Background: an optimization exercise with open tools, aiming at small area, a short achievable clock period and few clock cycles per item. Do not read the settings as production practice.
Only simulation tests tie the RTL to the original design; equivalence was not proved.
No activity file was given, so power comes from the tool's default toggle rates.

==> 07-04 <==
## akq_quant
module akq_quant (
    input             clk,
    input             rst,
    input             req_valid,
    output            req_ready,
    input      [3:0]  req_op,
    input      [4:0]  req_n,
    input      [31:0] req_f0,
    input      [31:0] req_f1,
    input      [31:0] req_f2,
    input      [15:0] req_u0,
    output reg        res_valid,
    output reg [3:0]  res_code,
    output     [15:0] res_u,
    output     [31:0] res_f
);
==> flow/config.mk <==
export PLATFORM = sky130hd
export DESIGN_NAME = akq_quant
export DESIGN_NICKNAME = akq_quant
export VERILOG_FILES = /design/flow/design.v
export SDC_FILE = /design/flow/constraint.sdc
export NUM_CORES = 8
export LEC_CHECK = 0
export CAP_MARGIN = 20
export CORE_MARGIN = 2
export CORE_UTILIZATION = 30
export PLACE_DENSITY = 0.45
export SLEW_MARGIN = 20
==> flow/constraint.sdc <==
create_clock -name core_clock -period 20.0 [get_ports {clk}]
set_input_delay 4.0000 -clock core_clock [delete_from_list [all_inputs] [get_ports {clk}]]
set_output_delay 4.0000 -clock core_clock [all_outputs]
set_load 0.01 [all_outputs]
run.sh (not shown) runs the stock make flow with config.mk's settings and CLKGATE_MAP_FILE= SYNTH_SCRIPT=/design/flow/synth_recipe.tcl, a recipe that flattens the netlist after the stock synthesis.
==> 12-20 (differences from 07-04) <==
--- a/flow/design.v
+++ b/flow/design.v
@@ -49,19 +49,16 @@
     reg [BW-1:0] B;
     reg [17:0]   Q;
     reg [8:0]    cnt;
     reg [8:0]    fexp;
     reg [31:0]   out32;
     reg          stk_b, stk_x, tneg, gen2, first, par;
     reg  [4:0]   nst;
     reg  [7:0]   erefm1;
-    reg          xbig;
-    wire [7:0]   dx_full = eref - eX;
-    wire [2:0]   dx_low  = dx_full[2:0];
     reg          fX, fL, fH;           
     reg          hX, hL, hH;           
     wire         rrun = (state == S_RRUN) || (state == S_RIN2);
     reg        is_f2u, is_u2f, is_gain;
     reg [4:0]  q_n;
     reg [15:0] M;                 
     reg [31:0] q_f0, q_lf, q_hf;   
     reg [15:0] q_u0;
@@ -136,29 +133,27 @@
     reg  [1:0]  a_sel;    
     reg  [1:0]  y_sel;    
     reg  [1:0]  f_sel;    
     reg         y_gate;
     reg         ybit;
     reg         sub;
     reg         cin1;
     reg         nocy;     
-    reg  [2:0]  dx3;
-    wire [29:0] xsh = {mX, 6'd0} >> dx3;
     wire [23:0] m_sel = (f_sel == 2'd0) ? mX : (f_sel == 2'd1) ? mL : (f_sel == 2'd2) ? mH : {7'd0, vm};
     reg  [W-1:0] A_in, Y_in;
     always @(*) begin
         case (a_sel)
             2'd0:    A_in = R;
             2'd1:    A_in = {R[W-2:0], 1'b0};
             2'd2:    A_in = {W{1'b0}};
             default: A_in = ~R;
         endcase
         case (y_sel)
-            2'd0:    Y_in = {{(W-30){1'b0}}, ((f_sel == 2'd0) ? xsh : {m_sel & {24{y_gate}}, 6'd0})};
+            2'd0:    Y_in = {{(W-30){1'b0}}, (m_sel & {24{y_gate}}), 6'd0};
             2'd1:    Y_in = {{(W-BW){B[BW-1]}}, B};
             2'd2:    Y_in = {{(W-33){1'b0}}, out32, 1'b0};
             default: Y_in = {{(W-2){1'b0}}, ybit, 1'b0};
         endcase
     end
     wire [W-1:0] S = A_in + (Y_in ^ {W{sub}}) + {{(W-1){1'b0}}, ((sub & ~nocy) | cin1)};
     wire R_zero = (R == {W{1'b0}});
     wire R_ones = (R == {W{1'b1}});
@@ -405,18 +400,16 @@
                     if (q_valid) begin
                         stk_b    <= 1'b0;
                         stk_x    <= 1'b0;
                         tneg     <= 1'b0;
                         first    <= 1'b0;
                         gen2     <= 1'b0;
                         Q        <= 18'd0;
                         erefm1   <= eref - 8'd1;
-                        dx3      <= (dx_full > 8'd6) ? 3'd6 : dx_low;
-                        xbig     <= (dx_full > 8'd6);
                         res_code <= 4'd0;
                         if (!is_f2u && !is_u2f && !is_gain) begin
                             res_code <= 4'd7;
                             nst    = S_DONE;
                         end else if (range_bad) begin
                             res_code <= 4'd1;
                             nst    = S_DONE;
                         end else if (is_u2f ? u_bad : nanX) begin
@@ -462,18 +455,18 @@
                     nst = S_FA3;
                     if (!cmp_lt) begin
                         out32 <= {16'd0, M};             
                         nst = S_DONE;
                     end
                 end
                 S_FA3: begin
                     R   <= S;
-                    cnt <= {1'b0, eX} + 9'd6;
-                    if (zX || !xbig) begin
+                    cnt <= {1'b0, eX};
+                    if (zX || (eX == eref)) begin
                         cnt   <= 9'd0;
                         nst = zL ? S_FDIV : S_FA4;
                     end else
                         nst = S_FSHX;
                 end
                 S_FSHX: begin
                     if (R_zero || R_ones) begin
                         stk_x <= stk_x | R_ones;
==> qor summary <==
| item | 12-20 | 07-04 |
|---|---|---|
| Run status | finished clean | finished clean |
| Number of buffers added by the clock tree synthesis step | 50 | 52 |
| Met1 Resource Use GR | 0.381 | 0.386 |
| Transition time at the pin with the least slew margin | 1280 ps | 1280 ps |
| Number of instances in the placed design | 5385 | 5579 |
| Vias in the first global route | 30995 | 31995 |
| Sum of met2 wire segment lengths after detailed routing | 67400 um | 71200 um |
| Adder and majority cell fraction of the synthesized area | 0.0731 | 0.0720 |
| Final Cell Area | 37800 um^2 | 39100 um^2 |
| Total power | 5400 uW | 7700 uW |
| Net switching power | 2690 uW | 4070 uW |
| Core footprint | 109000 um^2 | 112000 um^2 |
| Post-placement worst setup slack | 12540 ps | 12400 ps |
| Hold Path Origin | lf[13] | lf[20] |
| Cell with the largest stage delay on the worst path | sky130_fd_sc_hd__nor3_1 | sky130_fd_sc_hd__or3b_2 |
| Power Clock | 1000 uW | 1080 uW |
Testbench counts of 07-04, summed over its fixed seeds: cycles 82,968, items 3,840.
Testbench counts of 12-20, summed over its fixed seeds: cycles 87,027, items 3,840.

==> what the ideal ports hide <==
No port has a modelled driver above. Below, the same layouts with a new extraction and two added sets of constraints.
Step 1, drivers: a clkbuf_16 drives clk and a buf_2 each remaining input, both assumed.
Step 2, shift: input delay + t, output delay - t, t = (earliest + latest rising clock arrival at the registers) / 2. This alone moves slack from input paths to output paths.
Three values: no drivers, after step 1, after step 2; two values: the first two.
run | shift t [ns] | slack for setup (ns) | latest minus earliest clock arrival (ns)
07-04 | 0.747 | 12.169 / 12.169 / 12.169 | 0.064 / 0.064
12-20 | 0.724 | 12.613 / 12.614 / 12.437 | 0.047 / 0.047
After both steps setup and hold are still met in every run listed. For 12-20, which loses most, drivers alone change the setup slack by +0.001 ns; drivers and shift together by -0.176 ns.
